From an optimization exercise on the open Yosys and OpenROAD flow, aimed at small area; shortcuts taken in it are not production practice.
Function was checked by simulation only, so behaviour that the tests miss may differ from the original.

==> inputs of 04-14 <==
// flash_cfi_ctrl
module flash_cfi_ctrl (
    input  wire        clk,
    input  wire        rst,
    input  wire        start,
    input  wire [1:0]  op,
    input  wire [31:0] arg_first,
    input  wire [31:0] arg_last,
    input  wire [31:0] arg_addr,
    input  wire [31:0] arg_len,
    output wire        idle,
    output reg         done,
    output reg  [3:0]  status,
    output wire [31:0] ret_size,
    output wire [31:0] warn_skipped,
    output wire [31:0] warn_recovered,
    output reg         initialized,
    input  wire        prot_we,
    input  wire [4:0]  prot_idx,
    input  wire        prot_val,
    output reg         ev_valid,
    output reg  [1:0]  ev_kind,
    output wire [31:0] ev_addr,
    output reg  [7:0]  ev_wdata,
    input  wire        ev_ready,
    input  wire [7:0]  fb_rdata,
    input  wire [31:0] time_ms,
    output reg         irq_inhibit,
    output wire [31:0] buf_index,
    input  wire [7:0]  buf_data
);
    localparam [1:0] EV_WRITE = 2'd0, EV_READ = 2'd1, EV_TIME = 2'd2, EV_DELAY = 2'd3;
  ...
Settings: LEC_CHECK=0, CAP_MARGIN=20, CORE_MARGIN=2, CORE_UTILIZATION=40, SLEW_MARGIN=20; clock period 20.0 ns.
run.sh (not shown) runs the stock make flow with config.mk's settings and CLKGATE_MAP_FILE= SYNTH_SCRIPT=/design/flow/synth_recipe.tcl, a recipe that flattens the netlist after the stock synthesis.
==> inputs of 09-20, as changes to 04-14 <==
--- a/flow/design.v
+++ b/flow/design.v
@@ -110,41 +110,94 @@
                 5'd30: budget = 22'd1073742;
                 5'd31: budget = 22'd2147484;
                 default: budget = 22'd2;
             endcase
         end
     endfunction
+    function [32:0] radd;
+        input [31:0] a;
+        input [31:0] b;
+        input        ci;
+        integer j;
+        reg cy;
+        begin
+            cy = ci;
+            for (j = 0; j < 32; j = j + 1) begin
+                radd[j] = a[j] ^ b[j] ^ cy;
+                cy = (a[j] & b[j]) | (cy & (a[j] ^ b[j]));
+            end
+            radd[32] = cy;
+        end
+    endfunction
+    function [31:0] rinc;
+        input [31:0] a;
+        integer j;
+        reg cy;
+        begin
+            cy = 1'b1;
+            for (j = 0; j < 32; j = j + 1) begin
+                rinc[j] = a[j] ^ cy;
+                cy = cy & a[j];
+            end
+        end
+    endfunction
+    function [31:0] rdec;
+        input [31:0] a;
+        integer j;
+        reg bw;
+        begin
+            bw = 1'b1;
+            for (j = 0; j < 32; j = j + 1) begin
+                rdec[j] = a[j] ^ bw;
+                bw = bw & ~a[j];
+            end
+        end
+    endfunction
     wire buf_mode = (strategy == STRAT_BUFFER) & ~vf;
     wire [4:0]  e_sel = opk ? e_erase : (buf_mode ? e_buf : e_word);
     wire [21:0] lut = budget(e_sel);
     wire [26:0] bud = opk ? rl : {5'd0, lut};
-    wire [31:0] elapsed = time_ms - t0;
-    wire timeout = elapsed > {5'd0, bud};
+    wire [32:0] acc_sum = radd({5'd0, rl}, {10'd0, lut}, 1'b0);
+    wire [32:0] el_full = radd(time_ms, ~t0, 1'b1);
+    wire [31:0] elapsed = el_full[31:0];
+    wire [32:0] bd_full = radd({5'd0, bud}, ~elapsed, 1'b1);
+    wire timeout = ~bd_full[32];
     reg [4:0]  rc_cur;
     reg [13:0] rz_cur;
     always @(*) begin
         case (r)
             2'd0: begin rc_cur = rc0; rz_cur = rz0; end
             2'd1: begin rc_cur = rc1; rz_cur = rz1; end
             2'd2: begin rc_cur = rc2; rz_cur = rz2; end
             default: begin rc_cur = rc3; rz_cur = rz3; end
         endcase
     end
-    wire [13:0] ns = ss + rz_cur;
-    wire [5:0]  s_inc = s + 6'd1;
+    wire [32:0] ns_full = radd({18'd0, ss}, {18'd0, rz_cur}, 1'b0);
+    wire [13:0] ns = ns_full[13:0];
+    wire [31:0] s_inc_full = rinc({26'd0, s});
+    wire [5:0]  s_inc = s_inc_full[5:0];
     wire        is_last = (s_inc == scount);
     wire        prot_s = prot[s[4:0]];
     wire        qgate = (st == P_QRY) | (st == P_NREG) | (st == P_BLK) |
                         (st == S_MFR) | (st == S_ID0) | (st == S_IDX);
-    wire [21:0] sum = {ra[21:16], ra[15:0] & {16{~qgate}}} + ri[21:0];
+    wire [32:0] sum_full = radd({10'd0, ra[21:16], ra[15:0] & {16{~qgate}}}, {10'd0, ri[21:0]}, 1'b0);
+    wire [21:0] sum = sum_full[21:0];
+    wire [31:0] ri_inc_full = rinc({9'd0, ri});
+    wire [22:0] ri_inc = ri_inc_full[22:0];
+    wire [31:0] rl_dec_full = rdec({9'd0, rl[22:0]});
+    wire [22:0] rl_dec = rl_dec_full[22:0];
+    wire [31:0] wr_inc_full = rinc({9'd0, wr});
+    wire [22:0] wr_inc = wr_inc_full[22:0];
     wire [21:0] qaddr = w2 ? {sum[20:0], 1'b0} : sum;
-    wire [22:0] room = {1'b0, ns, 8'd0} - {1'b0, sum};
-    wire        room_le0 = room[22] | (room[21:0] == 22'd0);
-    wire [22:0] rem = rl[22:0] - ri;
-    wire [8:0]  remc  = (|rem[22:8]) ? 9'h100 : {1'b0, rem[7:0]};
-    wire [8:0]  roomc = (is_last | (|room[21:8])) ? 9'h100 : {1'b0, room[7:0]};
+    wire [32:0] dd_full = radd({18'd0, ns}, {18'h3FFFF, ~sum[21:8]}, 1'b1);
+    wire [14:0] dd = dd_full[14:0];
+    wire        room_le0 = dd[14] | (dd[13:0] == 14'd0);
+    wire        room_one = (dd == 15'd1);
+    wire [7:0]  sneg = ~sum[7:0] + 8'd1;
+    wire [8:0]  remc  = (|rl[22:8]) ? 9'h100 : {1'b0, rl[7:0]};
+    wire [8:0]  roomc = (is_last | ~room_one) ? 9'h100 : {(sum[7:0] == 8'd0), sneg};
     wire [8:0]  bufc  = 9'd1 << mbw;
     wire [8:0]  n1 = (remc < roomc) ? remc : roomc;
     wire [8:0]  nn = (n1 < bufc) ? n1 : bufc;
     wire [7:0]  nm = nn[7:0] - 8'd1;
     reg [21:0] aoff;
     assign ev_addr = {10'h3FF, aoff};
@@ -173,13 +226,13 @@
                 ev_kind = EV_READ; aoff = qaddr;
             end
             W_DATA, U_DATA, F_DATA: begin aoff = sum; ev_wdata = buf_data; end
             V_RD, L_RD, L_RR: begin ev_kind = EV_READ; aoff = sum; end
             E_CONF: begin ev_valid = ~prot_s; aoff = {ss, 8'd0}; ev_wdata = 8'h30; end
             F_CMD:  begin aoff = {ss, 8'd0}; ev_wdata = 8'h25; end
-            F_CNT:  begin aoff = {ss, 8'd0}; ev_wdata = nm; end
+            F_CNT:  begin aoff = {ss, 8'd0}; ev_wdata = cnt; end
             F_CONF: begin aoff = {ss, 8'd0}; ev_wdata = 8'h29; end
             L_T0, L_TM: ev_kind = EV_TIME;
             E_SET:  ev_kind = EV_DELAY;
             default: ev_valid = 1'b0;
         endcase
     end
@@ -189,13 +242,17 @@
             default: irq_inhibit = 1'b0;
         endcase
     end
     wire fire = ev_valid & ev_ready;
     wire [5:0] boff = ri[5:0];
     wire [5:0] brel = boff - 6'h2D;
-    wire [6:0] tsum = {1'b0, scount} + {2'd0, fb_rdata[4:0]} + 7'd1;
+    wire [32:0] tsum_full = radd({26'd0, scount}, {27'd0, fb_rdata[4:0]}, 1'b1);
+    wire [6:0] tsum = tsum_full[6:0];
+    wire [4:0] e_pick = boff[1] ? e_word : (boff[0] ? e_erase : e_buf);
+    wire [32:0] e_full = radd({27'd0, e_pick}, {27'd0, fb_rdata[4:0]}, 1'b0);
+    wire [4:0] e_add = e_full[4:0];
     wire       q_exp = (fb_rdata == ((ri[1:0] == 2'd0) ? 8'h51 :
                                      (ri[1:0] == 2'd1) ? 8'h52 : 8'h59));
     wire [1:0] strat_def = (mbw != 4'd0) ? STRAT_BUFFER : STRAT_BYTE;
     task iter_reset;
         begin
             s  <= 6'd0;
@@ -313,15 +370,15 @@
                     6'h18: ak <= ak & (fb_rdata == 8'h00);
                     6'h19: if (!pk && ak) ra[7:0]  <= fb_rdata;
                     6'h1A: if (!pk && ak) ra[15:8] <= fb_rdata;
                     6'h1F: e_word  <= fb_rdata[4:0];
                     6'h20: e_buf   <= fb_rdata[4:0];
                     6'h21: e_erase <= fb_rdata[4:0];
-                    6'h23: e_word  <= e_word  + fb_rdata[4:0];
-                    6'h24: e_buf   <= e_buf   + fb_rdata[4:0];
-                    6'h25: e_erase <= e_erase + fb_rdata[4:0];
+                    6'h23: e_word  <= e_add;
+                    6'h24: e_buf   <= e_add;
+                    6'h25: e_erase <= e_add;
                     6'h27: rs_exp  <= fb_rdata[4:0];
                     6'h2A: mbw     <= (|fb_rdata[4:3]) ? 4'd8 : {1'b0, fb_rdata[2:0]};
                     default: if (boff >= 6'h2D) begin
                         case (brel[1:0])
                             2'd0: begin
                                 case (brel[3:2])
@@ -451,30 +508,31 @@
                     iter_step;
             end
             E_CONF: begin
                 if (prot_s || fire) begin
                     if (fire) begin
                         ra <= {ss, 8'd0};
-                        rl <= rl + {5'd0, lut};
+                        rl <= acc_sum[26:0];
                     end
                     if (s[4:0] == ri[9:5]) begin
                         ri <= 23'd0;
                         st <= E_SET;
                     end else
                         iter_step;
                 end
             end
             E_SET: if (fire) st <= L_T0;
             CHK: begin
-                if (ri == rl[22:0]) begin
+                if (rl[22:0] == 23'd0) begin
                     if (vf)
                         finish(4'd0);
                     else if (strategy == STRAT_BYPASS)
                         st <= U_X1;
                     else begin
                         vf <= 1'b1;
+                        rl <= {4'd0, ri};
                         ri <= 23'd0;
                     end
                 end else if (vf)
                     st <= V_RD;
                 else case (strategy)
                     STRAT_BYPASS: st <= U_CMD;
@@ -483,13 +541,14 @@
                 endcase
             end
             V_RD: if (fire) begin
                 if (fb_rdata != buf_data)
                     st <= W_U1;
                 else begin
-                    ri <= ri + 23'd1;
+                    ri <= ri_inc;
+                    rl <= {4'd0, rl_dec};
                     st <= CHK;
                 end
             end
             W_U1:   if (fire) st <= W_U2;
             W_U2:   if (fire) st <= W_CMD;
             W_CMD:  if (fire) st <= W_DATA;
@@ -502,32 +561,36 @@
             U_X1:   if (fire) st <= U_X2;
             U_X2:   if (fire) begin
                 if (ubf)
                     finish(4'd9);
                 else begin
                     vf <= 1'b1;
+                    rl <= {4'd0, ri};
                     ri <= 23'd0;
                     st <= CHK;
                 end
             end
             F_FIND: begin
                 if (!is_last && room_le0)
                     iter_step;
-                else
-                    st <= F_U1;
+                else begin
+                    cnt <= nm;
+                    st  <= F_U1;
+                end
             end
             F_U1:   if (fire) st <= F_U2;
             F_U2:   if (fire) st <= F_CMD;
             F_CMD:  if (fire) st <= F_CNT;
-            F_CNT:  if (fire) begin cnt <= nm; st <= F_DATA; end
+            F_CNT:  if (fire) st <= F_DATA;
             F_DATA: if (fire) begin
                 if (cnt == 8'd0)
                     st <= F_CONF;
                 else begin
                     cnt <= cnt - 8'd1;
-                    ri  <= ri + 23'd1;
+                    ri  <= ri_inc;
+                    rl  <= {4'd0, rl_dec};
                 end
             end
             F_CONF: if (fire) st <= L_T0;
             L_T0: if (fire) begin t0 <= time_ms; st <= L_RD; end
             L_RD: if (fire) begin
                 if (fb_rdata[7] == (opk | buf_data[7])) begin
@@ -550,14 +613,15 @@
                     st <= L_RD;
             end
             L_RET: begin
                 if (opk) begin
                     if (pok) finish(4'd0); else st <= A_RST;
                 end else if (pok) begin
-                    ri <= ri + 23'd1;
-                    if (vf) wr <= wr + 23'd1;
+                    ri <= ri_inc;
+                    rl <= {4'd0, rl_dec};
+                    if (vf) wr <= wr_inc;
                     st <= CHK;
                 end else if (!vf && strategy == STRAT_BYPASS) begin
                     ubf <= 1'b1;
                     st  <= U_X1;
                 end else
                     st <= A_RST;
--- a/flow/config.mk
+++ b/flow/config.mk
@@ -4,8 +4,9 @@
 export VERILOG_FILES = /design/flow/design.v
 export SDC_FILE = /design/flow/constraint.sdc
 export NUM_CORES = 4
 export LEC_CHECK = 0
 export CAP_MARGIN = 20
 export CORE_MARGIN = 2
-export CORE_UTILIZATION = 40
+export CORE_UTILIZATION = 55
+export CTS_BUF_LIST = sky130_fd_sc_hd__clkbuf_4
 export SLEW_MARGIN = 20
==> inputs of 10-25, as changes to 04-14 <==
--- a/flow/design.v
+++ b/flow/design.v
@@ -110,41 +110,94 @@
                 5'd30: budget = 22'd1073742;
                 5'd31: budget = 22'd2147484;
                 default: budget = 22'd2;
             endcase
         end
     endfunction
+    function [32:0] radd;
+        input [31:0] a;
+        input [31:0] b;
+        input        ci;
+        integer j;
+        reg cy;
+        begin
+            cy = ci;
+            for (j = 0; j < 32; j = j + 1) begin
+                radd[j] = a[j] ^ b[j] ^ cy;
+                cy = (a[j] & b[j]) | (cy & (a[j] ^ b[j]));
+            end
+            radd[32] = cy;
+        end
+    endfunction
+    function [31:0] rinc;
+        input [31:0] a;
+        integer j;
+        reg cy;
+        begin
+            cy = 1'b1;
+            for (j = 0; j < 32; j = j + 1) begin
+                rinc[j] = a[j] ^ cy;
+                cy = cy & a[j];
+            end
+        end
+    endfunction
+    function [31:0] rdec;
+        input [31:0] a;
+        integer j;
+        reg bw;
+        begin
+            bw = 1'b1;
+            for (j = 0; j < 32; j = j + 1) begin
+                rdec[j] = a[j] ^ bw;
+                bw = bw & ~a[j];
+            end
+        end
+    endfunction
     wire buf_mode = (strategy == STRAT_BUFFER) & ~vf;
     wire [4:0]  e_sel = opk ? e_erase : (buf_mode ? e_buf : e_word);
     wire [21:0] lut = budget(e_sel);
     wire [26:0] bud = opk ? rl : {5'd0, lut};
-    wire [31:0] elapsed = time_ms - t0;
-    wire timeout = elapsed > {5'd0, bud};
+    wire [32:0] acc_sum = radd({5'd0, rl}, {10'd0, lut}, 1'b0);
+    wire [32:0] el_full = radd(time_ms, ~t0, 1'b1);
+    wire [31:0] elapsed = el_full[31:0];
+    wire [32:0] bd_full = radd({5'd0, bud}, ~elapsed, 1'b1);
+    wire timeout = ~bd_full[32];
     reg [4:0]  rc_cur;
     reg [13:0] rz_cur;
     always @(*) begin
         case (r)
             2'd0: begin rc_cur = rc0; rz_cur = rz0; end
             2'd1: begin rc_cur = rc1; rz_cur = rz1; end
             2'd2: begin rc_cur = rc2; rz_cur = rz2; end
             default: begin rc_cur = rc3; rz_cur = rz3; end
         endcase
     end
-    wire [13:0] ns = ss + rz_cur;
-    wire [5:0]  s_inc = s + 6'd1;
+    wire [32:0] ns_full = radd({18'd0, ss}, {18'd0, rz_cur}, 1'b0);
+    wire [13:0] ns = ns_full[13:0];
+    wire [31:0] s_inc_full = rinc({26'd0, s});
+    wire [5:0]  s_inc = s_inc_full[5:0];
     wire        is_last = (s_inc == scount);
     wire        prot_s = prot[s[4:0]];
     wire        qgate = (st == P_QRY) | (st == P_NREG) | (st == P_BLK) |
                         (st == S_MFR) | (st == S_ID0) | (st == S_IDX);
-    wire [21:0] sum = {ra[21:16], ra[15:0] & {16{~qgate}}} + ri[21:0];
+    wire [32:0] sum_full = radd({10'd0, ra[21:16], ra[15:0] & {16{~qgate}}}, {10'd0, ri[21:0]}, 1'b0);
+    wire [21:0] sum = sum_full[21:0];
+    wire [31:0] ri_inc_full = rinc({9'd0, ri});
+    wire [22:0] ri_inc = ri_inc_full[22:0];
+    wire [31:0] rl_dec_full = rdec({9'd0, rl[22:0]});
+    wire [22:0] rl_dec = rl_dec_full[22:0];
+    wire [31:0] wr_inc_full = rinc({9'd0, wr});
+    wire [22:0] wr_inc = wr_inc_full[22:0];
     wire [21:0] qaddr = w2 ? {sum[20:0], 1'b0} : sum;
-    wire [22:0] room = {1'b0, ns, 8'd0} - {1'b0, sum};
-    wire        room_le0 = room[22] | (room[21:0] == 22'd0);
-    wire [22:0] rem = rl[22:0] - ri;
-    wire [8:0]  remc  = (|rem[22:8]) ? 9'h100 : {1'b0, rem[7:0]};
-    wire [8:0]  roomc = (is_last | (|room[21:8])) ? 9'h100 : {1'b0, room[7:0]};
+    wire [32:0] dd_full = radd({18'd0, ns}, {18'h3FFFF, ~sum[21:8]}, 1'b1);
+    wire [14:0] dd = dd_full[14:0];
+    wire        room_le0 = dd[14] | (dd[13:0] == 14'd0);
+    wire        room_one = (dd == 15'd1);
+    wire [7:0]  sneg = ~sum[7:0] + 8'd1;
+    wire [8:0]  remc  = (|rl[22:8]) ? 9'h100 : {1'b0, rl[7:0]};
+    wire [8:0]  roomc = (is_last | ~room_one) ? 9'h100 : {(sum[7:0] == 8'd0), sneg};
     wire [8:0]  bufc  = 9'd1 << mbw;
     wire [8:0]  n1 = (remc < roomc) ? remc : roomc;
     wire [8:0]  nn = (n1 < bufc) ? n1 : bufc;
     wire [7:0]  nm = nn[7:0] - 8'd1;
     reg [21:0] aoff;
     assign ev_addr = {10'h3FF, aoff};
@@ -173,13 +226,13 @@
                 ev_kind = EV_READ; aoff = qaddr;
             end
             W_DATA, U_DATA, F_DATA: begin aoff = sum; ev_wdata = buf_data; end
             V_RD, L_RD, L_RR: begin ev_kind = EV_READ; aoff = sum; end
             E_CONF: begin ev_valid = ~prot_s; aoff = {ss, 8'd0}; ev_wdata = 8'h30; end
             F_CMD:  begin aoff = {ss, 8'd0}; ev_wdata = 8'h25; end
-            F_CNT:  begin aoff = {ss, 8'd0}; ev_wdata = nm; end
+            F_CNT:  begin aoff = {ss, 8'd0}; ev_wdata = cnt; end
             F_CONF: begin aoff = {ss, 8'd0}; ev_wdata = 8'h29; end
             L_T0, L_TM: ev_kind = EV_TIME;
             E_SET:  ev_kind = EV_DELAY;
             default: ev_valid = 1'b0;
         endcase
     end
@@ -189,13 +242,17 @@
             default: irq_inhibit = 1'b0;
         endcase
     end
     wire fire = ev_valid & ev_ready;
     wire [5:0] boff = ri[5:0];
     wire [5:0] brel = boff - 6'h2D;
-    wire [6:0] tsum = {1'b0, scount} + {2'd0, fb_rdata[4:0]} + 7'd1;
+    wire [32:0] tsum_full = radd({26'd0, scount}, {27'd0, fb_rdata[4:0]}, 1'b1);
+    wire [6:0] tsum = tsum_full[6:0];
+    wire [4:0] e_pick = boff[1] ? e_word : (boff[0] ? e_erase : e_buf);
+    wire [32:0] e_full = radd({27'd0, e_pick}, {27'd0, fb_rdata[4:0]}, 1'b0);
+    wire [4:0] e_add = e_full[4:0];
     wire       q_exp = (fb_rdata == ((ri[1:0] == 2'd0) ? 8'h51 :
                                      (ri[1:0] == 2'd1) ? 8'h52 : 8'h59));
     wire [1:0] strat_def = (mbw != 4'd0) ? STRAT_BUFFER : STRAT_BYTE;
     task iter_reset;
         begin
             s  <= 6'd0;
@@ -313,15 +370,15 @@
                     6'h18: ak <= ak & (fb_rdata == 8'h00);
                     6'h19: if (!pk && ak) ra[7:0]  <= fb_rdata;
                     6'h1A: if (!pk && ak) ra[15:8] <= fb_rdata;
                     6'h1F: e_word  <= fb_rdata[4:0];
                     6'h20: e_buf   <= fb_rdata[4:0];
                     6'h21: e_erase <= fb_rdata[4:0];
-                    6'h23: e_word  <= e_word  + fb_rdata[4:0];
-                    6'h24: e_buf   <= e_buf   + fb_rdata[4:0];
-                    6'h25: e_erase <= e_erase + fb_rdata[4:0];
+                    6'h23: e_word  <= e_add;
+                    6'h24: e_buf   <= e_add;
+                    6'h25: e_erase <= e_add;
                     6'h27: rs_exp  <= fb_rdata[4:0];
                     6'h2A: mbw     <= (|fb_rdata[4:3]) ? 4'd8 : {1'b0, fb_rdata[2:0]};
                     default: if (boff >= 6'h2D) begin
                         case (brel[1:0])
                             2'd0: begin
                                 case (brel[3:2])
@@ -451,30 +508,31 @@
                     iter_step;
             end
             E_CONF: begin
                 if (prot_s || fire) begin
                     if (fire) begin
                         ra <= {ss, 8'd0};
-                        rl <= rl + {5'd0, lut};
+                        rl <= acc_sum[26:0];
                     end
                     if (s[4:0] == ri[9:5]) begin
                         ri <= 23'd0;
                         st <= E_SET;
                     end else
                         iter_step;
                 end
             end
             E_SET: if (fire) st <= L_T0;
             CHK: begin
-                if (ri == rl[22:0]) begin
+                if (rl[22:0] == 23'd0) begin
                     if (vf)
                         finish(4'd0);
                     else if (strategy == STRAT_BYPASS)
                         st <= U_X1;
                     else begin
                         vf <= 1'b1;
+                        rl <= {4'd0, ri};
                         ri <= 23'd0;
                     end
                 end else if (vf)
                     st <= V_RD;
                 else case (strategy)
                     STRAT_BYPASS: st <= U_CMD;
@@ -483,13 +541,14 @@
                 endcase
             end
             V_RD: if (fire) begin
                 if (fb_rdata != buf_data)
                     st <= W_U1;
                 else begin
-                    ri <= ri + 23'd1;
+                    ri <= ri_inc;
+                    rl <= {4'd0, rl_dec};
                     st <= CHK;
                 end
             end
             W_U1:   if (fire) st <= W_U2;
             W_U2:   if (fire) st <= W_CMD;
             W_CMD:  if (fire) st <= W_DATA;
@@ -502,32 +561,36 @@
             U_X1:   if (fire) st <= U_X2;
             U_X2:   if (fire) begin
                 if (ubf)
                     finish(4'd9);
                 else begin
                     vf <= 1'b1;
+                    rl <= {4'd0, ri};
                     ri <= 23'd0;
                     st <= CHK;
                 end
             end
             F_FIND: begin
                 if (!is_last && room_le0)
                     iter_step;
-                else
-                    st <= F_U1;
+                else begin
+                    cnt <= nm;
+                    st  <= F_U1;
+                end
             end
             F_U1:   if (fire) st <= F_U2;
             F_U2:   if (fire) st <= F_CMD;
             F_CMD:  if (fire) st <= F_CNT;
-            F_CNT:  if (fire) begin cnt <= nm; st <= F_DATA; end
+            F_CNT:  if (fire) st <= F_DATA;
             F_DATA: if (fire) begin
                 if (cnt == 8'd0)
                     st <= F_CONF;
                 else begin
                     cnt <= cnt - 8'd1;
-                    ri  <= ri + 23'd1;
+                    ri  <= ri_inc;
+                    rl  <= {4'd0, rl_dec};
                 end
             end
             F_CONF: if (fire) st <= L_T0;
             L_T0: if (fire) begin t0 <= time_ms; st <= L_RD; end
             L_RD: if (fire) begin
                 if (fb_rdata[7] == (opk | buf_data[7])) begin
@@ -550,14 +613,15 @@
                     st <= L_RD;
             end
             L_RET: begin
                 if (opk) begin
                     if (pok) finish(4'd0); else st <= A_RST;
                 end else if (pok) begin
-                    ri <= ri + 23'd1;
-                    if (vf) wr <= wr + 23'd1;
+                    ri <= ri_inc;
+                    rl <= {4'd0, rl_dec};
+                    if (vf) wr <= wr_inc;
                     st <= CHK;
                 end else if (!vf && strategy == STRAT_BYPASS) begin
                     ubf <= 1'b1;
                     st  <= U_X1;
                 end else
                     st <= A_RST;
==> flow/flow/run.sh (new file) <==
#!/bin/bash
# The standard layout (standard.sh: the standard flow's synthesis and ORFS flow, unchanged),
# except that the port buffers placed by buffer_ports use the smallest buffer
# cell (sky130_fd_sc_hd__buf_1) instead of the tool's default pick.
set -euo pipefail
export BUFFER_PORTS_ARGS="-buffer_cell sky130_fd_sc_hd__buf_1"
bash standard.sh "BUFFER_PORTS_ARGS=-buffer_cell sky130_fd_sc_hd__buf_1" finish > standard_flow.log 2>&1
==> flow/standard.sh (new file) <==
#!/bin/bash
# synth_recipe.tcl (not shown) runs the flow's synth.tcl, then flattens the netlist and writes it again
# the make line also repeats each setting of config.mk as NAME=value (left out here)
make -C /OpenROAD-flow-scripts/flow DESIGN_CONFIG=/design/flow/config.mk WORK_HOME=/design/flow/orfs CLKGATE_MAP_FILE= SYNTH_SCRIPT=/design/flow/synth_recipe.tcl "${@:-finish}"
--- a/flow/config.mk
+++ b/flow/config.mk
@@ -4,8 +4,8 @@
 export VERILOG_FILES = /design/flow/design.v
 export SDC_FILE = /design/flow/constraint.sdc
 export NUM_CORES = 4
 export LEC_CHECK = 0
 export CAP_MARGIN = 20
 export CORE_MARGIN = 2
-export CORE_UTILIZATION = 40
+export CORE_UTILIZATION = 55
 export SLEW_MARGIN = 20
removed: flow/run.sh
==> impl_metrics.toml <==
[run_status]
status = "finished clean"

[worst_setup_path]
worst_r2r_path_depth = 57
r2r-end = "cnt[6]"
r2r-start = "st[0]"

[routing]
top_layer_used = "met4"

[pwr]
power_density_nw_per_um2 = 134
p_leak_nw = 11.5

[final_layout]
final_area_um2 = 29500
n_clock_buffer = 53

[logic_synthesis]
synth_cell_type_count = 91
synthAdderAreaFrac = 0.156
synthMuxAreaShare = 0.0358
synth-seq-area-share = 0.370

[timing]
relSlewSlack = 0.234
-- figures above: 10-25

==> impl_metrics.toml <==
[logic_synthesis]
synth-seq-area-share = 0.370
synth_cell_type_count = 91

[final_layout]
final_area_um2 = 31300
n_clock_buffer = 139

[pwr]
p_leak_nw = 12.3

[worst_setup_path]
worst_r2r_path_depth = 57
r2r-end = "cnt[7]"

[run_status]
status = "finished clean"
-- figures above: 09-20

==> impl_metrics.toml <==
[logic_synthesis]
synthAdderAreaFrac = 0.109
synthMuxAreaShare = 0.0286
synth-seq-area-share = 0.333

[worst_setup_path]
r2r-end = "cnt[6]"
worst_r2r_path_depth = 54
r2r-start = "st[2]"

[final_layout]
final_area_um2 = 35000
n_clock_buffer = 55

[run_status]
status = "finished clean"

[pwr]
p_leak_nw = 13.7
power_density_nw_per_um2 = 132
-- figures above: 04-14

static timing again, ports no longer ideal:
The results above use ideal ports. As a check the final layouts listed here were re-extracted and re-timed, cells and wires unchanged.
Step 1 (the two cells are an assumption about what drives the block):
set clk [get_ports {clk}]
set_driving_cell -lib_cell sky130_fd_sc_hd__clkbuf_16 $clk
set_driving_cell -lib_cell sky130_fd_sc_hd__buf_2 [delete_from_list [all_inputs] $clk]
Step 2 also shifts input and output timing later by t, the mid clock arrival at the registers, as if the neighbouring blocks saw the same clock.
Three values: no drivers, after step 1, after step 2; two values: the first two.
| run | t, ns | setup slack, ns | hold WS [ns] | worst slew at a driven data input, ns |
|---|---|---|---|---|
| 04-14 | 0.658 | 1.197 / 1.130 / 1.788 | 0.459 / 0.459 / 0.459 | 0.07 |
| 09-20 | 0.888 | 2.111 / 2.111 / 2.111 | 0.516 / 0.516 / 0.516 | 0.06 |
| 10-25 | 0.631 | 2.446 / 2.446 / 2.396 | 0.512 / 0.512 / 0.512 | 0.05 |
After both steps setup and hold are still met in every run listed. The setup slack of 10-25, which loses most, moves by 0.000 ns with the drivers and by -0.050 ns with both steps.
